Context: an optimization exercise on an open-source flow, tuned for small area, a short achievable clock period and few clock cycles per item. The choices shown serve that exercise and are no tape-out recipe.
No run shown here included a check of the RTL's function; only the layout flow was run.

File: flow/design.v
module oncore_crc (
    input  wire        clk,
    input  wire        rst_n,        
    input  wire [1:0]  cmd,          
    input  wire [4:0]  cmd_order,    
    input  wire [15:0] cmd_poly,     
    input  wire [15:0] cmd_init,     
    input  wire [7:0]  cmd_data,     
    output wire        cmd_ready,
    output wire        res_valid,
    output wire [15:0] res
);
    localparam [1:0] CMD_START  = 2'd1;
    localparam [1:0] CMD_BYTE   = 2'd2;
    localparam [1:0] CMD_FINISH = 2'd3;
    reg [7:0]  crc_lo;       
    reg [15:0] poly;         
    reg [6:0]  q;            
    reg [3:0]  nlo;          
    reg [7:0]  top;          
    reg        data_v;
    reg        align_v;      
    reg [15:0] rsh;
    reg [3:0]  rcnt;         
    reg        rbusy;
    reg        fin_r;        
    reg  ready_r;            
    reg  valid_r;            
    wire rfree = !rbusy || (rcnt == 4'd0);
    wire rload = fin_r && rfree;
    wire [3:0] rcnt_n  = rload ? nlo : rcnt + 4'd1;
    wire       rbusy_n = rload || (rbusy && rcnt != 4'd0);
    wire       fin_n   = (fin_r && !rfree) || (cmd == CMD_FINISH && ready_r);
    assign cmd_ready = ready_r;
    assign res_valid = valid_r;
    assign res       = rsh;
    wire start = (cmd == CMD_START);
    function [15:0] align;
        input [15:0] x;
        input [4:0]  n;
        reg   [31:0] y;
        begin
            y = {x, 16'b0};
            y = n[0] ? {1'b0, y[31:1]} : y;
            y = n[1] ? {2'b0, y[31:2]} : y;
            y = n[2] ? {4'b0, y[31:4]} : y;
            y = n[3] ? {8'b0, y[31:8]} : y;
            align = y[15:0] | (x & {16{n[4]}});
        end
    endfunction
    reg [7:0] qn;
    integer m, j;
    always @* begin
        qn = 8'd1;
        for (m = 1; m < 8; m = m + 1) begin
            qn[m] = 1'b0;
            for (j = 1; j <= m; j = j + 1)
                qn[m] = qn[m] ^ (poly[16-j] & qn[m-j]);
        end
    end
    wire [15:0] pv   = poly & {16{data_v}};
    wire [15:0] base = data_v  ? {crc_lo, 8'b0}
                     : start   ? cmd_init
                     : align_v ? align({top, crc_lo}, {nlo == 4'd0, nlo})
                     : {top, crc_lo};
    reg  [7:0]  d, fb;
    reg  [15:0] crc_d;
    integer i, k;
    always @* begin
        for (i = 0; i < 8; i = i + 1)
            d[i] = top[7-i];
        for (i = 0; i < 8; i = i + 1) begin
            fb[i] = d[i];
            for (k = 0; k < i; k = k + 1)
                fb[i] = fb[i] ^ (q[i-k-1] & d[k]);
        end
        crc_d = base;
        for (k = 0; k < 8; k = k + 1)
            crc_d = crc_d ^ ({16{fb[k]}} & (pv << (7-k)));
    end
    always @(posedge clk) begin
        top    <= crc_d[15:8] ^ (cmd_data & {8{cmd == CMD_BYTE}});
        data_v <= (cmd == CMD_BYTE);
        align_v <= start;
        q      <= qn[7:1];
        crc_lo <= crc_d[7:0];
        if (start) begin
            poly <= cmd_poly;
            nlo  <= cmd_order[3:0];
        end else if (align_v) begin
            poly <= align(poly, {nlo == 4'd0, nlo});
        end
        rsh  <= rload ? {top, crc_lo} : {1'b0, rsh[15:1]};
        rcnt <= rcnt_n;
        if (!rst_n) begin
            rbusy   <= 1'b0;
            fin_r   <= 1'b0;
            ready_r <= 1'b1;
            valid_r <= 1'b0;
        end else begin
            rbusy   <= rbusy_n;
            fin_r   <= fin_n;
            ready_r <= !start && (!fin_n || !rbusy_n || (rcnt_n == 4'd0));
            valid_r <= rbusy_n && (rcnt_n == 4'd0);
        end
    end
endmodule
File: flow/flow/run.sh
#!/bin/bash
# Standard layout, but the port buffers that global placement inserts use
# buf_1 instead of the slow clkdlybuf4s50_1 that buffer_ports picks by itself.
set -euo pipefail
export BUFFER_PORTS_ARGS="-buffer_cell sky130_fd_sc_hd__buf_1"
bash standard.sh > standard.log 2>&1
File: flow/standard.sh
#!/bin/bash
# synth_recipe.tcl (not shown) runs the flow's synth.tcl, then flattens the netlist and writes it again
# the make line also repeats each setting of config.mk as NAME=value (left out here)
make -C /OpenROAD-flow-scripts/flow DESIGN_CONFIG=/design/flow/config.mk WORK_HOME=/design/flow/orfs CLKGATE_MAP_FILE= SYNTH_SCRIPT=/design/flow/synth_recipe.tcl "${@:-finish}"
File: flow/config.mk
export PLATFORM = sky130hd
export DESIGN_NAME = oncore_crc
export DESIGN_NICKNAME = oncore_crc
export VERILOG_FILES = /design/flow/design.v
export SDC_FILE = /design/flow/constraint.sdc
export NUM_CORES = 4
export LEC_CHECK = 0
export CAP_MARGIN = 20
export CORE_MARGIN = 2
export CORE_UTILIZATION = 40
export CTS_BUF_LIST = sky130_fd_sc_hd__clkbuf_8
export SETUP_SLACK_MARGIN = 3.5
export SLEW_MARGIN = 20
File: flow/constraint.sdc
create_clock -name core_clock -period 6.0 [get_ports {clk}]
set_input_delay 1.2000 -clock core_clock [delete_from_list [all_inputs] [get_ports {clk}]]
set_output_delay 1.2000 -clock core_clock [all_outputs]
set_load 0.01 [all_outputs]
==> results of run 1 <==
cells in the final DEF, fill, tap and decap left out, types with 4 or more instances in the layout:
| cell | instances |
|---|---|
| sky130_fd_sc_hd__nor2_1 | 47 |
| sky130_fd_sc_hd__mux2_2 | 25 |
| sky130_fd_sc_hd__a211oi_1 | 6 |
| sky130_fd_sc_hd__mux2i_1 | 36 |
| sky130_fd_sc_hd__dfxtp_1 | 41 |
| sky130_fd_sc_hd__buf_4 | 36 |
| sky130_fd_sc_hd__a221oi_1 | 9 |
| sky130_fd_sc_hd__inv_1 | 9 |
| sky130_fd_sc_hd__mux4_2 | 8 |
| sky130_fd_sc_hd__xnor2_1 | 96 |
| sky130_fd_sc_hd__o21ai_0 | 33 |
| sky130_fd_sc_hd__dfxtp_2 | 5 |
| sky130_fd_sc_hd__xnor2_4 | 4 |
| sky130_fd_sc_hd__nand2_1 | 144 |
| sky130_fd_sc_hd__nand3_1 | 36 |
| sky130_fd_sc_hd__a32oi_1 | 4 |
| sky130_fd_sc_hd__ha_1 | 5 |
| sky130_fd_sc_hd__clkbuf_8 | 10 |
| sky130_fd_sc_hd__buf_1 | 63 |
| sky130_fd_sc_hd__xnor2_2 | 8 |
| sky130_fd_sc_hd__a31oi_1 | 4 |
| sky130_fd_sc_hd__clkinv_2 | 4 |
| sky130_fd_sc_hd__xor2_1 | 20 |
| sky130_fd_sc_hd__nor2b_1 | 10 |
| sky130_fd_sc_hd__edfxtp_1 | 20 |
| sky130_fd_sc_hd__o211ai_1 | 6 |
| sky130_fd_sc_hd__a21oi_1 | 36 |
| sky130_fd_sc_hd__nand2_4 | 4 |
| sky130_fd_sc_hd__and2_1 | 4 |
| sky130_fd_sc_hd__and3_1 | 4 |
through the flow:
| stage | util | setup slack, ns | hold slack (ns) | instance area (sq um) | cells |
|---|---|---|---|---|---|
| floorplan | - | 3.51 | 0.398 | 6010 | 735 |
| global placement | 0.426 | 2.62 | 0.463 | 6210 | 923 |
| detailed placement | 0.426 | 2.59 | 0.473 | 6210 | 923 |
| CTS | 0.455 | 3.40 | 0.491 | 6630 | 963 |
| global route | 0.469 | 3.40 | 0.506 | 6850 | 974 |
| finish | 0.470 | 3.58 | 0.486 | 6850 | 975 |
Yosys cell counts, types with 5 or more instances:
cell / instances
sky130_fd_sc_hd__nand3_1: 36
sky130_fd_sc_hd__o211ai_1: 6
sky130_fd_sc_hd__nand2_1: 145
sky130_fd_sc_hd__nor2_1: 47
sky130_fd_sc_hd__mux4_2: 8
sky130_fd_sc_hd__mux2_2: 25
sky130_fd_sc_hd__nand2b_1: 6
sky130_fd_sc_hd__nor2b_1: 11
sky130_fd_sc_hd__ha_1: 5
sky130_fd_sc_hd__mux2i_1: 36
sky130_fd_sc_hd__xnor2_1: 99
sky130_fd_sc_hd__inv_1: 9
sky130_fd_sc_hd__clkbuf_1: 31
sky130_fd_sc_hd__edfxtp_1: 20
sky130_fd_sc_hd__dfxtp_1: 49
sky130_fd_sc_hd__xor2_1: 21
sky130_fd_sc_hd__o21ai_0: 34
sky130_fd_sc_hd__buf_2: 22
sky130_fd_sc_hd__xnor2_2: 9
sky130_fd_sc_hd__buf_4: 8
sky130_fd_sc_hd__a211oi_1: 6
sky130_fd_sc_hd__buf_1: 6
sky130_fd_sc_hd__a221oi_1: 9
sky130_fd_sc_hd__a21oi_1: 36
final timing paths:
check            startpoint                 to  slack (ns)
max                  cmd[1]     top[5]$_DFF_P_        3.58
min          rsh[6]$_DFF_P_     rsh[5]$_DFF_P_        0.49
max reg2reg    q[0]$_DFF_P_  crc_lo[7]$_DFF_P_        3.59
min reg2reg  rsh[6]$_DFF_P_     rsh[5]$_DFF_P_        0.49
cell type report:
type,instances,area [sq um]
timing repair buffer,105,596
tap,184,230
inverter,10,46.3
fill,1441,7740
clock inverter,6,31.3
antenna,1,2.50
multi-input combinational,590,4210
sequential,69,1600
clock buffer,10,138
state kept, by name, summed over array words and instances (netlist names), 4 cells and up:
signal,flops
top,8
crc_lo,8
rsh,16
rcnt,4
nlo,4
q,7
poly,16
kinds of logic after synthesis:
group,after synthesis,share of synthesized area
AOI/OAI and AO/OA,112,0.114
xor gates and xnor gates,135,0.221
adders and majority gates,6,0.0121
buffers and inverters,78,0.0596
DFF,69,0.263
muxes,69,0.137
and+or+nand+nor,266,0.193
worst max-delay path: stages:
cell and delay [ns]:
sky130_fd_sc_hd__buf_8 0.08, sky130_fd_sc_hd__nor2b_4 0.24, sky130_fd_sc_hd__nand2_1 0.10, sky130_fd_sc_hd__xor2_1 0.18, sky130_fd_sc_hd__xnor2_1 0.16, sky130_fd_sc_hd__xnor2_1 0.16, sky130_fd_sc_hd__xnor2_1 0.12, sky130_fd_sc_hd__xnor2_1 0.34
sky130_fd_sc_hd__xnor2_1 0.11
repair_timing:
item / in CTS / in global routing
endpoints found under the setup margin: 50 / 15
gates cloned: 0 / 2
pin swaps: 4 / 8
setup buffers: 24 / 9
hold buffers: 0 / 0
gates resized for setup: 19 / 34
hold endpoints to repair: 0 / 0
metal layers:
| layer | wire length [um] | global-route usage | part of all wire |
|---|---|---|---|
| met3 | 1340 | 0.0380 | 0.076 |
| met1 | 7350 | 0.281 | 0.42 |
| met2 | 8420 | 0.344 | 0.48 |
| met5 | 0 | 0 | 0 |
| met4 | 425 | 0.0879 | 0.024 |
==> flow_summary.json, run 1 <==
{
  "cts_max_level": 3,
  "hold_viol_final": 0,
  "die_width_um": 126,
  "first_iter_violations": 456,
  "maximum_capacitance_violations": 0,
  "worst_hold_stages": 1,
  "antenna_found_initial": 1,
  "remaining_antenna_violation_count": 0,
  "postSynth.topFlopCell": "sky130_fd_sc_hd__dfxtp_1",
  "clockRootBuffer": "sky130_fd_sc_hd__clkbuf_8",
  "die_area_sq_um": 16000,
  "layout-drive-gt1-share": 0.171,
  "synth.top_cells.by_area": "sky130_fd_sc_hd__dfxtp_1, sky130_fd_sc_hd__xnor2_1, sky130_fd_sc_hd__edfxtp_1, sky130_fd_sc_hd__nand2_1, sky130_fd_sc_hd__mux2i_1",
  "ys_seq_elements": 69,
  "layout.nets": 839,
  "yosys_warnings": 1,
  "overflow": 0,
  "worstSkewPairLatency_ns": 0.39,
  "detailed_route_via_count": 5477,
  "layout_min_cycle_time_ns": 2.42,
  "tritoncts_num_sinks": 69,
  "synth_largest_area_cell": "sky130_fd_sc_hd__dfxtp_1",
  "synth_sequential_area_ratio": 0.263,
  "r2r_cells": 9,
  "synth-async-reset-ratio": 0,
  "rsz0062_at_grt": "true",
  "share_of_the_clock_period_used_by_the_worst_path_after_layout": 0.404,
  "dpl.hpwl_um": 11500,
  "cts_tree": "done",
  "starting_density_of_the_core": 0.411,
  "netlist_area_sq_um": 6000,
  "placement_rows": 44,
  "cp-start-kind": "primary input",
  "critical_path_class": "in2reg",
  "outcome": "no timing/DRC/antenna violations",
  "synth_top_area_share": 0.163,
  "ioPinCount": 67,
  "achievable-frequency_mhz": 413,
  "via_per_inst": 5.62,
  "placeable_core_area_sq_um": 14600,
  "min_path_type": "reg2reg",
  "global_route.usage.total": 0.213,
  "clk_transition_reported_paths_ns": 0.08,
  "grt_first_pass_wirelength_um": 26900,
  "port_buffers": 65,
  "cp_data_arrival_time_ns": 2.68,
  "synth_enable_flop_cells": 20,
  "area_delta_synth_final_pct": 14.2,
  "totalWireLength_um": 17500,
  "setup_viol": 0,
  "worst_pin_slew_ns": 0.658,
  "drt-wirelength-per-cell_um": 18.0,
  "drv_slew": 0,
  "grt_max_degree": 63,
  "skew_ns": 0.0114,
  "max-slew-margin-rel": 0.561,
  "die_h_um": 126,
  "post_synth_net_total": 789,
  "timing.critical_path.fanout_max": 4,
  "syn_area_per_cell_sq_um": 8.17,
  "critPathRequiredTime_ns": 6.26,
  "post_synth_num_cell_types": 50,
  "critPathCaptureType": "register",
  "tns_ns": 0,
  "drcViolationCount": 0,
  "syn-instance-count": 735,
  "gpl.final_weighted_congestion": 0.904,
  "cts_buffer_depth": 2,
  "drt_pre_antenna_iters": 5,
  "cts_inserted_buffers": 9,
  "number_of_global_route_vias_before_repair": 5199
}
==> inputs of run 2 (changes only) <==
--- a/flow/config.mk
+++ b/flow/config.mk
@@ -9,5 +9,5 @@
 export CORE_MARGIN = 2
 export CORE_UTILIZATION = 40
 export CTS_BUF_LIST = sky130_fd_sc_hd__clkbuf_8
-export SETUP_SLACK_MARGIN = 3.5
+export SETUP_SLACK_MARGIN = 3.25
 export SLEW_MARGIN = 20
==> flow_summary.json, run 2 <==
{
  "drt-wirelength-per-cell_um": 17.2,
  "most_used_standard_cell_by_instance_count_after_synthesis": "sky130_fd_sc_hd__nand2_1",
  "layout_min_cycle_time_ns": 2.61,
  "die_h_um": 126,
  "commonest_cells_after_routing_fill_and_taps_aside": "sky130_fd_sc_hd__nand2_1, sky130_fd_sc_hd__xnor2_1, sky130_fd_sc_hd__buf_1",
  "cts_max_level": 3,
  "syn_area_per_cell_sq_um": 8.17,
  "placeable_core_area_sq_um": 14600,
  "synth-simple-area-share": 0.193,
  "remaining_antenna_violation_count": 0,
  "cts_buffer_depth": 2,
  "post_synth_net_total": 789,
  "totalWireLength_um": 16500,
  "yosys_warnings": 1,
  "tns_ns": 0,
  "starting_density_of_the_core": 0.411,
  "gpl.final_weighted_congestion": 0.879,
  "port_buffers": 65,
  "cts.hold.buffers_added": 0,
  "skew_ns": 0.00761,
  "die_width_um": 126,
  "number_of_global_route_vias_before_repair": 5010,
  "max-slew-margin-rel": 0.423,
  "synth_compound_area_frac": 0.114,
  "drv_slew": 0,
  "drt_pre_antenna_iters": 6,
  "worstSkewPairLatency_ns": 0.37,
  "clockRootBuffer": "sky130_fd_sc_hd__clkbuf_8",
  "muxShareOfSynthArea": 0.137,
  "critical_path_class": "reg2reg",
  "critPathCaptureType": "register",
  "timing.critical_path.fanout_max": 10,
  "tritoncts_num_sinks": 69,
  "synth-async-reset-ratio": 0,
  "setup_viol": 0,
  "overflow": 0,
  "critPathRequiredTime_ns": 6.27,
  "postSynth.topFlopCell": "sky130_fd_sc_hd__dfxtp_1",
  "first_iter_violations": 367,
  "area_delta_synth_final_pct": 10.8,
  "hold_viol_final": 0,
  "filler_cell_count": 1452,
  "synth_sequential_area_ratio": 0.263,
  "cp_data_arrival_time_ns": 2.88,
  "synth.top_cells.by_area": "sky130_fd_sc_hd__dfxtp_1, sky130_fd_sc_hd__xnor2_1, sky130_fd_sc_hd__edfxtp_1, sky130_fd_sc_hd__nand2_1, sky130_fd_sc_hd__mux2i_1",
  "share_of_the_clock_period_used_by_the_worst_path_after_layout": 0.435,
  "multiInputGateArea_sq_um": 4110,
  "outcome": "no timing/DRC/antenna violations",
  "number_of_antenna_diodes": 0,
  "ioPinCount": 67,
  "layout_top_registers": "poly: 16 flops, rsh: 16 flops",
  "clk_transition_reported_paths_ns": 0.07,
  "grt_max_degree": 63,
  "detailed_route_via_count": 5250,
  "syn-instance-count": 735,
  "drcViolationCount": 0,
  "layout-drive-gt1-share": 0.129,
  "adder_and_majority_gate_portion_of_the_synthesized_area": 0.0121,
  "antenna_found_initial": 0,
  "cp-start-kind": "register",
  "synth_top_family_by_area": "XOR/XNOR gates",
  "die_area_sq_um": 16000,
  "worst_pin_slew_ns": 0.866,
  "rsz0062_at_grt": "true",
  "most_common_cell_after_layout_fill_and_taps_aside": "sky130_fd_sc_hd__nand2_1",
  "synth_top_area_share": 0.163,
  "netlist_area_sq_um": 6000,
  "synth_largest_area_cell": "sky130_fd_sc_hd__dfxtp_1",
  "cts_inserted_buffers": 9,
  "cts_tree": "done",
  "dpl.hpwl_um": 11500,
  "ys_seq_elements": 69,
  "sequential_cell_area_sq_um": 1590,
  "synth_enable_flop_cells": 20,
  "global_route.usage.total": 0.208,
  "yosys.area_share.xor_xnor": 0.221,
  "post_synth_num_cell_types": 50,
  "placement_rows": 44,
  "grt_first_pass_wirelength_um": 26400,
  "maximum_capacitance_violations": 0,
  "achievable-frequency_mhz": 383,
  "via_per_inst": 5.48,
  "layout.nets": 823,
  "min_path_type": "reg2reg",
  "synth_common_cells": "sky130_fd_sc_hd__nand2_1, sky130_fd_sc_hd__xnor2_1, sky130_fd_sc_hd__dfxtp_1, sky130_fd_sc_hd__nor2_1"
}
==> run 2: final timing paths <==
check	start	endpoint	slack [ns]	cells after the start
worst max register to register	top[6]$_DFF_P_	crc_lo[7]$_DFF_P_	3.39	9
worst min register to register	rsh[12]$_DFF_P_	rsh[11]$_DFF_P_	0.48	1
worst min-delay path	rsh[12]$_DFF_P_	rsh[11]$_DFF_P_	0.48	1
worst max-delay path	top[6]$_DFF_P_	crc_lo[7]$_DFF_P_	3.39	9
==> run 2: metal layers <==
layer	vias to the layer above	track usage	routed length, um
met4	0	0.0698	272
met5	-	0	0
li1	2546	-	-
met2	175	0.334	7940
met3	23	0.0498	1010
met1	2506	0.275	7270
==> run 2: final cells by class <==
cell class	instances	area share
timing repair inverter	1	0.000753
clock buffer	9	0.0186
tap	184	0.0346
timing repair buffer	90	0.0674
clock inverter	7	0.0160
inverter	10	0.00659
multi-input combinational	588	0.617
sequential	69	0.239
==> run 2: worst max-delay path, stage by stage (launching register included) <==
cell	delay, ns
sky130_fd_sc_hd__dfxtp_1	0.61
sky130_fd_sc_hd__nand2_1	0.12
sky130_fd_sc_hd__xor2_1	0.18
sky130_fd_sc_hd__xnor2_1	0.37
sky130_fd_sc_hd__xnor2_4	0.24
sky130_fd_sc_hd__nand2_1	0.09
sky130_fd_sc_hd__xnor3_1	0.45
sky130_fd_sc_hd__mux2i_1	0.19
sky130_fd_sc_hd__mux2i_1	0.09
sky130_fd_sc_hd__a21o_1	0.17
==> run 2: cells by family (layout without fill, tap and decap cells) <==
family,Yosys count,after routing
AO/OA/AOI/OAI,112,112
XOR/XNOR,135,135
adder cells (fa/ha/maj),6,6
buffers and inverters,78,117
flip-flops,69,69
multiplexers,69,69
AND/OR/NAND/NOR,266,266
==> run 2: repair_timing <==
item / 4_1_cts / 5_1_grt
gates cloned: 1 / 0
setup endpoints to repair: 24 / 15
pin swaps: 0 / 3
buffers inserted: 8 / 11
gates resized for setup: 10 / 3
==> run 2: stage by stage <==
step / area (sq um) / util / hold WS (ns) / instances / setup WS [ns]
after global placement: 6200 / 0.425 / 0.462 / 922 / 2.56
after global routing: 6650 / 0.456 / 0.505 / 958 / 3.17
after detailed placement: 6200 / 0.425 / 0.469 / 922 / 2.53
after CTS: 6560 / 0.450 / 0.486 / 947 / 3.14
final: 6650 / 0.456 / 0.482 / 958 / 3.39
after floorplan: 6000 / - / 0.398 / 735 / 3.32
==> inputs of run 3 (changes only) <==
--- a/flow/design.v
+++ b/flow/design.v
@@ -19,7 +19,6 @@
     reg [3:0]  nlo;          
     reg [7:0]  top;          
     reg        data_v;
-    reg        align_v;      
     reg [15:0] rsh;
     reg [3:0]  rcnt;         
     reg        rbusy;
@@ -59,10 +58,8 @@
         end
     end
     wire [15:0] pv   = poly & {16{data_v}};
-    wire [15:0] base = data_v  ? {crc_lo, 8'b0}
-                     : start   ? cmd_init
-                     : align_v ? align({top, crc_lo}, {nlo == 4'd0, nlo})
-                     : {top, crc_lo};
+    wire [15:0] base = data_v ? {crc_lo, 8'b0} : {top, crc_lo};
+    wire [15:0] init = align(cmd_init, cmd_order);
     reg  [7:0]  d, fb;
     reg  [15:0] crc_d;
     integer i, k;
@@ -79,16 +76,14 @@
             crc_d = crc_d ^ ({16{fb[k]}} & (pv << (7-k)));
     end
     always @(posedge clk) begin
-        top    <= crc_d[15:8] ^ (cmd_data & {8{cmd == CMD_BYTE}});
+        top    <= start ? init[15:8]
+                : crc_d[15:8] ^ (cmd_data & {8{cmd == CMD_BYTE}});
+        crc_lo <= start ? init[7:0] : crc_d[7:0];
         data_v <= (cmd == CMD_BYTE);
-        align_v <= start;
         q      <= qn[7:1];
-        crc_lo <= crc_d[7:0];
         if (start) begin
-            poly <= cmd_poly;
+            poly <= align(cmd_poly, cmd_order);
             nlo  <= cmd_order[3:0];
-        end else if (align_v) begin
-            poly <= align(poly, {nlo == 4'd0, nlo});
         end
         rsh  <= rload ? {top, crc_lo} : {1'b0, rsh[15:1]};
         rcnt <= rcnt_n;
@@ -100,7 +95,7 @@
         end else begin
             rbusy   <= rbusy_n;
             fin_r   <= fin_n;
-            ready_r <= !start && (!fin_n || !rbusy_n || (rcnt_n == 4'd0));
+            ready_r <= !fin_n || !rbusy_n || (rcnt_n == 4'd0);
             valid_r <= rbusy_n && (rcnt_n == 4'd0);
         end
     end
--- a/flow/config.mk
+++ b/flow/config.mk
@@ -9,5 +9,5 @@
 export CORE_MARGIN = 2
 export CORE_UTILIZATION = 40
 export CTS_BUF_LIST = sky130_fd_sc_hd__clkbuf_8
-export SETUP_SLACK_MARGIN = 3.25
+export SETUP_SLACK_MARGIN = 3.5
 export SLEW_MARGIN = 20
==> flow_summary.json, run 3 <==
{
  "global_route.usage.total": 0.233,
  "clk_transition_reported_paths_ns": 0.08,
  "most_used_standard_cell_by_instance_count_after_synthesis": "sky130_fd_sc_hd__nand2_1",
  "rsz0062_at_grt": "true",
  "min_path_type": "reg2reg",
  "gpl.final_weighted_congestion": 0.875,
  "postLayoutSetupSlackWorst_ns": 3.13,
  "timing.critical_path.from": "top[6]$_DFF_P_",
  "post_synth_num_cell_types": 49,
  "starting_density_of_the_core": 0.409,
  "netlist_area_sq_um": 5660,
  "drcViolationCount": 0,
  "critPathCaptureType": "register",
  "die_h_um": 123,
  "number_of_antenna_diodes": 0,
  "synth_common_cells": "sky130_fd_sc_hd__nand2_1, sky130_fd_sc_hd__xnor2_1, sky130_fd_sc_hd__dfxtp_1, sky130_fd_sc_hd__nor2_1, sky130_fd_sc_hd__o21ai_0",
  "yosys_warnings": 1,
  "timing.critical_path.fanout_max": 7,
  "critical_path_class": "reg2reg",
  "cts_buffer_depth": 2,
  "dpl_ws_ns": 2.32,
  "placement_rows": 43,
  "number_of_global_route_vias_before_repair": 5100,
  "maximum_capacitance_violations": 0,
  "dpl.hpwl_um": 11700,
  "tns_ns": 0,
  "drv_slew": 0,
  "grt_first_pass_wirelength_um": 26900,
  "placeable_core_area_sq_um": 13800,
  "syn_area_per_cell_sq_um": 7.88,
  "grt_max_degree": 38,
  "cts_tree": "done",
  "max-slew-margin-rel": 0.677,
  "synth-async-reset-ratio": 0,
  "post_synth_net_total": 772,
  "commonest_cells_after_routing_fill_and_taps_aside": "sky130_fd_sc_hd__nand2_1, sky130_fd_sc_hd__buf_1, sky130_fd_sc_hd__xnor2_1",
  "rr_startpoint": "top[6]$_DFF_P_",
  "first_iter_violations": 425,
  "synth_top_area_share": 0.170,
  "most_common_cell_after_layout_fill_and_taps_aside": "sky130_fd_sc_hd__nand2_1",
  "achievable-frequency_mhz": 349,
  "clockRootBuffer": "sky130_fd_sc_hd__clkbuf_8",
  "antenna_found_initial": 0,
  "via_per_inst": 5.49,
  "drt-wirelength-per-cell_um": 18.1,
  "synth.top_cells.by_area": "sky130_fd_sc_hd__dfxtp_1, sky130_fd_sc_hd__nand2_1, sky130_fd_sc_hd__xnor2_1, sky130_fd_sc_hd__edfxtp_1, sky130_fd_sc_hd__mux2_2",
  "setup_viol": 0,
  "remaining_antenna_violation_count": 0,
  "share_of_the_clock_period_used_by_the_worst_path_after_layout": 0.478,
  "outcome": "no timing/DRC/antenna violations",
  "cp_data_arrival_time_ns": 3.11,
  "cts_max_level": 3,
  "ff2ff_setup_slack_ns": 3.13,
  "synth_sequential_area_ratio": 0.276,
  "layout_top_registers": "poly: 16 flops, rsh: 16 flops",
  "port_buffers": 66,
  "critPathRequiredTime_ns": 6.25,
  "tritoncts_num_sinks": 68,
  "worstSkewPairLatency_ns": 0.36,
  "ys_seq_elements": 68,
  "postSynth.topFlopCell": "sky130_fd_sc_hd__dfxtp_1",
  "critical_path.reg2reg.endpoint": "top[6]$_DFF_P_",
  "filler_cell_count": 1300,
  "ioPinCount": 67,
  "synth_largest_area_cell": "sky130_fd_sc_hd__dfxtp_1",
  "skew_ns": 0.0115,
  "drt_pre_antenna_iters": 6,
  "place_area_sq_um": 5980,
  "die_area_sq_um": 15100,
  "hold_viol_final": 0,
  "r2r_cells": 12,
  "layout_min_cycle_time_ns": 2.87,
  "die_width_um": 123,
  "layout-drive-gt1-share": 0.211,
  "layout.nets": 850,
  "worst_pin_slew_ns": 0.482,
  "overflow": 0,
  "final_std_cells_w_o_fill": 981,
  "totalWireLength_um": 17700,
  "dpl.cell_count": 916,
  "synth_enable_flop_cells": 20,
  "finish.instance_area_sq_um": 6970,
  "timing.critical_path.to": "top[6]$_DFF_P_",
  "syn-instance-count": 718,
  "cp-start-kind": "register",
  "area_delta_synth_final_pct": 23.1,
  "detailed_route_via_count": 5385,
  "cts_inserted_buffers": 9
}
-- run 3: repair_timing --
item	CTS	global route
gates resized for setup	64	24
setup buffers	38	8
setup endpoints to repair	49	16
hold buffers	0	0
cloned	1	2
pin swaps	23	21
-- run 3: cells by family after synthesis --
logic type | Yosys count | share of synthesized area
AOI/OAI and AO/OA | 123 | 0.136
xor gates and xnor gates | 124 | 0.223
adders and majority gates | 5 | 0.0111
buffers and inverters | 69 | 0.0491
DFF | 68 | 0.276
muxes | 61 | 0.116
and+or+nand+nor | 268 | 0.189
-- run 3: layout make-up --
type | instances | area (sq um) | share of cell area
clock buffer | 10 | 138 | 0.0198
clock inverter | 6 | 80.1 | 0.0115
inverter | 15 | 70.1 | 0.0101
multi-input combinational | 582 | 4160 | 0.597
sequential | 68 | 1590 | 0.228
tap | 180 | 225 | 0.0323
timing repair buffer | 119 | 697 | 0.100
timing repair inverter | 1 | 7.51 | 0.00108
-- run 3: critical path, stage by stage, from the launching register on --
cell                       delay (ns)
sky130_fd_sc_hd__dfxtp_4         0.39
sky130_fd_sc_hd__clkbuf_2        0.17
sky130_fd_sc_hd__buf_4           0.18
sky130_fd_sc_hd__nand2b_4        0.15
sky130_fd_sc_hd__o21ai_0         0.10
sky130_fd_sc_hd__a22o_1          0.22
sky130_fd_sc_hd__a32oi_2         0.26
sky130_fd_sc_hd__xor2_1          0.25
sky130_fd_sc_hd__xnor2_1         0.16
sky130_fd_sc_hd__xnor3_1         0.30
sky130_fd_sc_hd__mux2i_2         0.22
sky130_fd_sc_hd__xor2_1          0.10
sky130_fd_sc_hd__mux2_2          0.26
-- run 3: routing by layer --
metal,share of wire,track usage,wire (um)
met5,0,0,0
met3,0.054,0.0300,954
met1,0.45,0.326,8000
met2,0.47,0.374,8350
met4,0.025,0.0711,443
-- run 3: through the flow --
step,hold WS (ns),utilization
detailed placement,0.467,0.432
finish,0.477,0.504
CTS,0.486,0.489
floorplan,0.460,-
global route,0.498,0.504
global placement,0.451,0.432
-- run 3: worst min path at each step --
stage | startpoint | end | slack (ns) | cells after the start
after floorplan | nlo[1]$_DFFE_PP_ | rcnt[1]$_DFF_P_ | 0.46 | 1
after global placement | rsh[8]$_DFF_P_ | rsh[7]$_DFF_P_ | 0.45 | 2
after detailed placement | rsh[9]$_DFF_P_ | rsh[8]$_DFF_P_ | 0.47 | 1
after CTS | rsh[4]$_DFF_P_ | rsh[3]$_DFF_P_ | 0.49 | 1
after global routing | rsh[1]$_DFF_P_ | rsh[0]$_DFF_P_ | 0.50 | 1
final | rsh[8]$_DFF_P_ | rsh[7]$_DFF_P_ | 0.48 | 2
==> inputs of run 4 (changes only) <==
--- a/flow/design.v
+++ b/flow/design.v
@@ -58,8 +58,9 @@
         end
     end
     wire [15:0] pv   = poly & {16{data_v}};
-    wire [15:0] base = data_v ? {crc_lo, 8'b0} : {top, crc_lo};
-    wire [15:0] init = align(cmd_init, cmd_order);
+    wire [15:0] base = data_v ? {crc_lo, 8'b0}
+                     : start  ? align(cmd_init, cmd_order)
+                     : {top, crc_lo};
     reg  [7:0]  d, fb;
     reg  [15:0] crc_d;
     integer i, k;
@@ -75,12 +76,13 @@
         for (k = 0; k < 8; k = k + 1)
             crc_d = crc_d ^ ({16{fb[k]}} & (pv << (7-k)));
     end
+    wire [7:0] top_d;
+    oncore_crc_mix u_mix (.a(crc_d[15:8]), .b(cmd_data & {8{cmd == CMD_BYTE}}), .y(top_d));
     always @(posedge clk) begin
-        top    <= start ? init[15:8]
-                : crc_d[15:8] ^ (cmd_data & {8{cmd == CMD_BYTE}});
-        crc_lo <= start ? init[7:0] : crc_d[7:0];
+        top    <= top_d;
         data_v <= (cmd == CMD_BYTE);
         q      <= qn[7:1];
+        crc_lo <= crc_d[7:0];
         if (start) begin
             poly <= align(cmd_poly, cmd_order);
             nlo  <= cmd_order[3:0];
@@ -100,3 +102,10 @@
         end
     end
 endmodule
+module oncore_crc_mix (
+    input  wire [7:0] a,
+    input  wire [7:0] b,
+    output wire [7:0] y
+);
+    assign y = a ^ b;
+endmodule
--- a/flow/config.mk
+++ b/flow/config.mk
@@ -9,5 +9,6 @@
 export CORE_MARGIN = 2
 export CORE_UTILIZATION = 40
 export CTS_BUF_LIST = sky130_fd_sc_hd__clkbuf_8
-export SETUP_SLACK_MARGIN = 3.5
+export SETUP_SLACK_MARGIN = 3.25
 export SLEW_MARGIN = 20
+export SYNTH_HIERARCHICAL = 1
==> flow_summary.json, run 4 <==
{
  "synth_common_cells": "sky130_fd_sc_hd__nand2_1, sky130_fd_sc_hd__xnor2_1, sky130_fd_sc_hd__nor2_1, sky130_fd_sc_hd__dfxtp_1, sky130_fd_sc_hd__mux2i_1",
  "syn-instance-count": 700,
  "worst_hold_stages": 1,
  "postSynth.topFlopCell": "sky130_fd_sc_hd__dfxtp_1",
  "finish.instance_area_sq_um": 6620,
  "cts_buffer_depth": 2,
  "number_of_global_route_vias_before_repair": 4689,
  "min_path_type": "reg2reg",
  "ys_seq_elements": 68,
  "post_synth_net_total": 754,
  "skew_ns": 0.0126,
  "layout_min_cycle_time_ns": 2.69,
  "rr_startpoint": "q[0]$_DFF_P_",
  "place_area_sq_um": 6090,
  "via_per_inst": 5.59,
  "postLayoutSetupSlackWorst_ns": 3.31,
  "number_of_antenna_diodes": 0,
  "cp_data_arrival_time_ns": 2.98,
  "share_of_the_clock_period_used_by_the_worst_path_after_layout": 0.449,
  "totalWireLength_um": 16700,
  "synth_enable_flop_cells": 20,
  "cp-start-kind": "primary input",
  "overflow": 0,
  "most_used_standard_cell_by_instance_count_after_synthesis": "sky130_fd_sc_hd__nand2_1",
  "dpl_ws_ns": 2.23,
  "tns_ns": 0,
  "commonest_cells_after_routing_fill_and_taps_aside": "sky130_fd_sc_hd__nand2_1, sky130_fd_sc_hd__xnor2_1, sky130_fd_sc_hd__buf_1",
  "final_std_cells_w_o_fill": 930,
  "outcome": "no timing/DRC/antenna violations",
  "holdCritStartpoint": "rsh[7]$_DFF_P_",
  "cts.hold.buffers_added": 0,
  "drt-wirelength-per-cell_um": 18.0,
  "critical_path_class": "in2reg",
  "drcViolationCount": 0,
  "synth_sequential_area_ratio": 0.271,
  "grt_max_degree": 50,
  "post_synth_num_cell_types": 57,
  "most_common_cell_after_layout_fill_and_taps_aside": "sky130_fd_sc_hd__nand2_1",
  "max-slew-margin-rel": 0.418,
  "cts_max_level": 3,
  "maximum_capacitance_violations": 0,
  "synth_top_area_share": 0.167,
  "detailed_route_via_count": 5195,
  "starting_density_of_the_core": 0.411,
  "critPathRequiredTime_ns": 6.29,
  "worst_path_max_delay_cell": "sky130_fd_sc_hd__a221oi_4",
  "port_buffers": 66,
  "use_met3": 0.0398,
  "hold_viol_final": 0,
  "drv_slew": 0,
  "grt_most_used_layer": "met2",
  "global_route.usage.total": 0.216,
  "gpl.final_weighted_congestion": 0.901,
  "grt_first_pass_wirelength_um": 25300,
  "placement_rows": 43,
  "tritoncts_num_sinks": 68,
  "path_delay_family": "compound AO/OA/AOI/OAI gates",
  "synth-async-reset-ratio": 0,
  "critPathCaptureType": "register",
  "synth.top_cells.by_area": "sky130_fd_sc_hd__dfxtp_1, sky130_fd_sc_hd__xnor2_1, sky130_fd_sc_hd__edfxtp_1, sky130_fd_sc_hd__nand2_1, sky130_fd_sc_hd__mux2i_1",
  "critical_path_depth": 10,
  "die_width_um": 124,
  "grt_util_met2": 0.330,
  "r2r_cells": 10,
  "layout_top_registers": "poly: 16 flops, rsh: 16 flops",
  "worstSkewPairLatency_ns": 0.36,
  "filler_cell_count": 1378,
  "layout-drive-gt1-share": 0.129,
  "netlist_area_sq_um": 5760,
  "clk_transition_reported_paths_ns": 0.08,
  "drt_pre_antenna_iters": 6,
  "syn_area_per_cell_sq_um": 8.22,
  "ioPinCount": 67,
  "worst_pin_slew_ns": 0.871,
  "die_h_um": 124,
  "synth_largest_area_cell": "sky130_fd_sc_hd__dfxtp_1",
  "yosys_warnings": 7,
  "clockRootBuffer": "sky130_fd_sc_hd__clkbuf_8",
  "critical_path.max_stage_delay_ns": 0.35,
  "cts_tree": "done",
  "cp.buffers_inverters": 1,
  "antenna_found_initial": 0,
  "grtUsageMet1": 0.312,
  "setup_viol": 0,
  "cts_inserted_buffers": 9,
  "placeable_core_area_sq_um": 14000,
  "dpl.hpwl_um": 11900,
  "dpl.cell_count": 902,
  "area_delta_synth_final_pct": 14.9,
  "rsz0062_at_grt": "true",
  "first_iter_violations": 379,
  "cp_cell_sequence": "buf_16, mux2i_2, mux2i_2, nand2_1, nand2_1, a221oi_4, nor3_2, o31ai_2, xnor2_1, xor2_1",
  "timing.critical_path.fanout_max": 34,
  "achievable-frequency_mhz": 371,
  "timing.critical_path.from": "cmd_order[0]",
  "remaining_antenna_violation_count": 0,
  "die_area_sq_um": 15400,
  "layout.nets": 799
}
## run 4: changes by cell type after synthesis, moves of 5 or more
cell	previous run	this run
sky130_fd_sc_hd__nand2_1	192	126
sky130_fd_sc_hd__nand3_1	9	27
sky130_fd_sc_hd__a21oi_1	36	28
sky130_fd_sc_hd__nor2_1	44	52
sky130_fd_sc_hd__mux2i_1	26	33
sky130_fd_sc_hd__and2_1	4	10
sky130_fd_sc_hd__mux2_2	34	28
sky130_fd_sc_hd__o21ai_0	38	32
sky130_fd_sc_hd__o21ai_1	0	6
sky130_fd_sc_hd__nand2b_1	2	7
sky130_fd_sc_hd__o2bb2ai_1	0	5
## run 4: routing by layer
| layer | part of all wire | vias to the layer above |
|---|---|---|
| met2 | 0.45 | 214 |
| met3 | 0.075 | 31 |
| li1 | - | 2486 |
| met5 | 0 | - |
| met4 | 0.016 | 0 |
| met1 | 0.45 | 2464 |
## run 4: worst paths after layout
path | to | slack [ns]
setup / recovery | top[0]$_DFF_P_ | 3.31
hold / removal | rsh[6]$_DFF_P_ | 0.48
setup reg to reg | top[4]$_DFF_P_ | 3.35
hold reg to reg | rsh[6]$_DFF_P_ | 0.48
## run 4: cell type report
cell class	count	area, sq um	area share
Timing Repair Buffer	83	438	0.0662
Clock inverter	7	97.6	0.0148
Tap cell	180	225	0.0340
Multi-Input combinational cell	566	4070	0.616
Sequential cell	68	1580	0.238
Clock buffer	9	124	0.0187
Timing Repair inverter	2	10.0	0.00151
Inverter	15	70.1	0.0106
## run 4: cell families (layout without fill, tap and decap cells)
logic type	after synthesis	count (layout)	share of synthesized area
multiplexers	64	64	0.124
adder cells (fa/ha/maj)	6	6	0.0126
buffers and inverters	66	116	0.0457
AO/OA/AOI/OAI	122	122	0.142
AND/OR/NAND/NOR	251	251	0.191
XOR/XNOR	123	123	0.214
flip-flops	68	68	0.271
## run 4: Yosys stat by module (local to each module, per instance)
module,flip-flops and latches,cell area (sq um),times used,cells inside
oncore_crc,68,5690,1,692
oncore_crc_mix,0,70.1,1,8
## run 4: per-stage QoR
step	hold slack [ns]	utilization
2_1_floorplan	0.460	-
3_3_place_gp	0.462	0.436
3_5_place_dp	0.470	0.436
4_1_cts	0.486	0.457
5_1_grt	0.500	0.473
6_report	0.480	0.473
## run 4: worst reg2reg max path, delay by kind of cell (launching register included)
kind	cells	cell delay, ns
XOR/XNOR	6	1.56
multiplexers	1	0.14
buffers and inverters	1	0.19
flip-flops	1	0.48
AND/OR/NAND/NOR	2	0.18
## run 4: timing repair
action / in CTS / in global routing
resized for setup: 18 / 28
cloned: 1 / 2
setup endpoints to repair: 27 / 14
buffers inserted: 0 / 9
endpoints found under the hold margin: 0 / 0
pin swaps: 1 / 3
==> inputs of run 5 (changes only) <==
--- a/flow/design.v
+++ b/flow/design.v
@@ -19,6 +19,7 @@
     reg [3:0]  nlo;          
     reg [7:0]  top;          
     reg        data_v;
+    reg        align_v;      
     reg [15:0] rsh;
     reg [3:0]  rcnt;         
     reg        rbusy;
@@ -58,29 +59,17 @@
         end
     end
     wire [15:0] pv   = poly & {16{data_v}};
-    wire [15:0] base = data_v ? {crc_lo, 8'b0}
-                     : start  ? align(cmd_init, cmd_order)
+    wire [15:0] base = data_v  ? {crc_lo, 8'b0}
+                     : start   ? cmd_init
+                     : align_v ? align({top, crc_lo}, {nlo == 4'd0, nlo})
                      : {top, crc_lo};
-    reg  [7:0]  d, fb;
-    reg  [15:0] crc_d;
-    integer i, k;
-    always @* begin
-        for (i = 0; i < 8; i = i + 1)
-            d[i] = top[7-i];
-        for (i = 0; i < 8; i = i + 1) begin
-            fb[i] = d[i];
-            for (k = 0; k < i; k = k + 1)
-                fb[i] = fb[i] ^ (q[i-k-1] & d[k]);
-        end
-        crc_d = base;
-        for (k = 0; k < 8; k = k + 1)
-            crc_d = crc_d ^ ({16{fb[k]}} & (pv << (7-k)));
-    end
-    wire [7:0] top_d;
-    oncore_crc_mix u_mix (.a(crc_d[15:8]), .b(cmd_data & {8{cmd == CMD_BYTE}}), .y(top_d));
+    wire [15:0] fsum;
+    oncore_crc_fold u_fold (.top(top), .q(q), .pv(pv), .fsum(fsum));
+    wire [15:0] crc_d = base ^ fsum;
     always @(posedge clk) begin
-        top    <= top_d;
+        top    <= crc_d[15:8] ^ (cmd_data & {8{cmd == CMD_BYTE}});
         data_v <= (cmd == CMD_BYTE);
+        align_v <= start;
         q      <= qn[7:1];
         crc_lo <= crc_d[7:0];
         if (start) begin
@@ -102,10 +91,24 @@
         end
     end
 endmodule
-module oncore_crc_mix (
-    input  wire [7:0] a,
-    input  wire [7:0] b,
-    output wire [7:0] y
+module oncore_crc_fold (
+    input  wire [7:0]  top,
+    input  wire [6:0]  q,
+    input  wire [15:0] pv,
+    output reg  [15:0] fsum
 );
-    assign y = a ^ b;
+    reg [7:0] d, fb;
+    integer i, k;
+    always @* begin
+        for (i = 0; i < 8; i = i + 1)
+            d[i] = top[7-i];
+        for (i = 0; i < 8; i = i + 1) begin
+            fb[i] = d[i];
+            for (k = 0; k < i; k = k + 1)
+                fb[i] = fb[i] ^ (q[i-k-1] & d[k]);
+        end
+        fsum = 16'd0;
+        for (k = 0; k < 8; k = k + 1)
+            fsum = fsum ^ ({16{fb[k]}} & (pv << (7-k)));
+    end
 endmodule
--- a/flow/config.mk
+++ b/flow/config.mk
@@ -9,6 +9,6 @@
 export CORE_MARGIN = 2
 export CORE_UTILIZATION = 40
 export CTS_BUF_LIST = sky130_fd_sc_hd__clkbuf_8
-export SETUP_SLACK_MARGIN = 3.25
+export SETUP_SLACK_MARGIN = 3.5
 export SLEW_MARGIN = 20
 export SYNTH_HIERARCHICAL = 1
==> flow_summary.json, run 5 <==
{
  "cp.buffers_inverters": 2,
  "synth.top_cells.by_area": "sky130_fd_sc_hd__dfxtp_1, sky130_fd_sc_hd__xnor2_1, sky130_fd_sc_hd__edfxtp_1, sky130_fd_sc_hd__nand2_1, sky130_fd_sc_hd__mux2i_1",
  "die_width_um": 130,
  "antenna_found_initial": 0,
  "remaining_antenna_violation_count": 0,
  "via_per_inst": 5.39,
  "ff2ff_setup_slack_ns": 3.49,
  "synth-async-reset-ratio": 0,
  "post_synth_net_total": 794,
  "critPathRequiredTime_ns": 6.28,
  "sequential_cell_area_sq_um": 1610,
  "setup_viol": 0,
  "totalWireLength_um": 18000,
  "cts_buffer_depth": 2,
  "tns_ns": 0,
  "r2r_cells": 11,
  "outcome": "no timing/DRC/antenna violations",
  "synth_largest_area_cell": "sky130_fd_sc_hd__dfxtp_1",
  "rsz0062_at_grt": "true",
  "hold_viol_final": 0,
  "dpl.hpwl_um": 11300,
  "drcViolationCount": 0,
  "maximum_capacitance_violations": 0,
  "worst_pin_slew_ns": 0.858,
  "critPathCaptureType": "register",
  "postLayoutCoreUtil": 0.496,
  "global_route.usage.total": 0.204,
  "number_of_antenna_diodes": 0,
  "yosys_warnings": 8,
  "area_delta_synth_final_pct": 23.0,
  "die_h_um": 130,
  "worstSkewPairLatency_ns": 0.37,
  "syn_area_per_cell_sq_um": 8.57,
  "ys_seq_elements": 69,
  "worst_path_max_delay_cell": "sky130_fd_sc_hd__dfxtp_4",
  "synth_top_area_share": 0.155,
  "layout_min_cycle_time_ns": 2.51,
  "detailed_route_via_count": 5642,
  "first_iter_violations": 372,
  "use_met3": 0.0369,
  "layout-drive-gt1-share": 0.235,
  "rr_startpoint": "top[5]$_DFF_P_",
  "cp_cell_sequence": "buf_4, nand2_1, xor2_1, xnor2_2, xnor2_4, buf_12, nand2_1, xnor2_2, xnor3_1, xnor2_1, xnor2_1",
  "max-slew-margin-rel": 0.428,
  "synth_sequential_area_ratio": 0.249,
  "number_of_global_route_vias_before_repair": 4993,
  "clk_transition_reported_paths_ns": 0.08,
  "critical_path.max_stage_delay_ns": 0.42,
  "filler_cell_count": 1460,
  "cts.hold.buffers_added": 0,
  "netlist_area_sq_um": 6340,
  "layout_top_registers": "poly: 16 flops, rsh: 16 flops",
  "grt_util_met2": 0.330,
  "critical_path.reg2reg.endpoint": "top[4]$_DFF_P_",
  "grt_max_degree": 36,
  "skew_ns": 0.00896,
  "cp-start-kind": "register",
  "placeable_core_area_sq_um": 15700,
  "clockRootBuffer": "sky130_fd_sc_hd__clkbuf_8",
  "starting_density_of_the_core": 0.404,
  "multiInputGateArea_sq_um": 4790,
  "most_used_standard_cell_by_instance_count_after_synthesis": "sky130_fd_sc_hd__nand2_1",
  "die_area_sq_um": 16900,
  "gpl.final_weighted_congestion": 0.835,
  "share_of_the_clock_period_used_by_the_worst_path_after_layout": 0.418,
  "drt_pre_antenna_iters": 5,
  "grtUsageMet1": 0.286,
  "cts_max_level": 3,
  "critical_path_depth": 11,
  "grt_most_used_layer": "met2",
  "syn-instance-count": 740,
  "most_common_cell_after_layout_fill_and_taps_aside": "sky130_fd_sc_hd__nand2_1",
  "drv_slew": 0,
  "timing.critical_path.to": "top[4]$_DFF_P_",
  "port_buffers": 66,
  "synth_common_cells": "sky130_fd_sc_hd__nand2_1, sky130_fd_sc_hd__xnor2_1, sky130_fd_sc_hd__dfxtp_1, sky130_fd_sc_hd__o21ai_0, sky130_fd_sc_hd__xor2_1",
  "cts_inserted_buffers": 9,
  "path_delay_family": "XOR/XNOR gates",
  "cts_tree": "done",
  "ioPinCount": 67,
  "timing.critical_path.fanout_max": 12,
  "cp_data_arrival_time_ns": 2.79,
  "layout.nets": 880,
  "tritoncts_num_sinks": 69,
  "overflow": 0,
  "placement_rows": 46,
  "min_path_type": "reg2reg",
  "critical_path_class": "reg2reg",
  "postSynth.topFlopCell": "sky130_fd_sc_hd__dfxtp_1",
  "post_synth_num_cell_types": 60,
  "commonest_cells_after_routing_fill_and_taps_aside": "sky130_fd_sc_hd__nand2_1, sky130_fd_sc_hd__buf_1, sky130_fd_sc_hd__xnor2_1",
  "grt_first_pass_wirelength_um": 26600,
  "synth_enable_flop_cells": 20,
  "achievable-frequency_mhz": 399,
  "timing.critical_path.from": "top[5]$_DFF_P_",
  "drt-wirelength-per-cell_um": 17.2
}
## run 5: cell count changes in the layout (fill, tap and decap cells not counted), sizes merged, moves of 9 or more
cell	before	now
nand3b	0	13
nor2	52	30
and2	10	19
mux4	3	12
buf	81	127
nand2	127	155
## run 5: logic make-up (layout without fill, tap and decap cells)
logic type,after synthesis,in the layout,share of synthesized area
flops,69,69,0.249
fa+ha+maj,6,6,0.0114
buf+inv,71,160,0.0527
mux,70,70,0.144
compound gates,124,124,0.132
simple gates,272,272,0.197
xor+xnor,128,130,0.213
## run 5: Yosys stat by module, one instance, submodules excluded
module	flip-flops and latches	cells inside	times used
oncore_crc	69	443	1
oncore_crc_fold	0	297	1
## run 5: routing by layer
metal	part of all wire	up-vias
met2	0.48	239
li1	-	2720
met4	0.014	0
met3	0.069	17
met5	0	-
met1	0.44	2666
## run 5: what timing repair did
item / CTS / global route
gates resized for setup: 60 / 50
cloned: 4 / 1
buffers inserted: 26 / 31
pin swaps: 14 / 40
endpoints found under the setup margin: 51 / 32
## run 5: final cells by class
class | instances | area share
repair buffers | 130 | 0.113
flip-flops and latches | 69 | 0.207
repair inverters | 1 | 0.000962
inverters | 13 | 0.00674
clock inverters | 7 | 0.00850
clock buffers | 9 | 0.0159
well taps | 216 | 0.0346
multi-input cells | 602 | 0.613
## run 5: worst min path at each step
stage	endpoint	start	slack, ns	cells after the start
4_1_cts	rsh[2]$_DFF_P_	rsh[3]$_DFF_P_	0.49	1
2_1_floorplan	q[0]$_DFF_P_	poly[15]$_DFFE_PP_	0.40	0
6_report	rsh[8]$_DFF_P_	rsh[9]$_DFF_P_	0.48	1
3_3_place_gp	rsh[8]$_DFF_P_	rsh[9]$_DFF_P_	0.46	1
5_1_grt	rsh[9]$_DFF_P_	rsh[10]$_DFF_P_	0.50	1
3_5_place_dp	rsh[12]$_DFF_P_	rsh[13]$_DFF_P_	0.47	1
## run 5: worst register-to-register path, stage by stage, from the launching register on
cell and delay [ns]:
sky130_fd_sc_hd__dfxtp_4 0.42, sky130_fd_sc_hd__buf_4 0.14, sky130_fd_sc_hd__nand2_1 0.06, sky130_fd_sc_hd__xor2_1 0.17
sky130_fd_sc_hd__xnor2_2 0.26, sky130_fd_sc_hd__xnor2_4 0.17, sky130_fd_sc_hd__buf_12 0.15, sky130_fd_sc_hd__nand2_1 0.09
sky130_fd_sc_hd__xnor2_2 0.15, sky130_fd_sc_hd__xnor3_1 0.40, sky130_fd_sc_hd__xnor2_1 0.26, sky130_fd_sc_hd__xnor2_1 0.16
## run 5: through the flow
stage,hold WS (ns),instance area [sq um],std cells,setup WS (ns)
2_1_floorplan,0.398,6390,740,3.48
3_3_place_gp,0.464,6630,969,2.41
3_5_place_dp,0.470,6630,969,2.34
4_1_cts,0.487,7330,1015,3.41
5_1_grt,0.500,7800,1047,3.37
6_report,0.481,7800,1047,3.49

port drivers added, routing unchanged:
The results above use ideal ports. As a check the final layouts listed here were re-extracted and re-timed, cells and wires unchanged.
Step 1: set_driving_cell puts a clkbuf_16 on clk and a buf_2 on each other input, an assumption about the parent block.
Step 2 moves the port delays by t, midway between the first and last clock arrival at a register: inputs arrive t later, outputs are due t later. That takes back most of the time a late clock gives input paths.
a / b / c = ideal / step 1 / step 2; a / b = the first two.
run | t (ns) | setup WS [ns] | latest minus earliest clock arrival (ns) | worst slew at a driven data input, ns
run 1 | 0.414 | 3.577 / 3.562 / 3.147 | 0.011 / 0.011 | 0.06
run 2 | 0.407 | 3.391 / 3.391 / 3.028 | 0.008 / 0.008 | 0.04
run 3 | 0.389 | 3.135 / 3.135 / 2.890 | 0.012 / 0.012 | 0.13
run 4 | 0.388 | 3.306 / 3.256 / 2.869 | 0.013 / 0.013 | 0.08
run 5 | 0.400 | 3.494 / 3.494 / 3.126 | 0.009 / 0.009 | 0.04
After both steps every run listed still meets setup and hold. For run 4, which loses most, drivers alone change the setup slack by -0.050 ns; drivers and shift together by -0.437 ns.
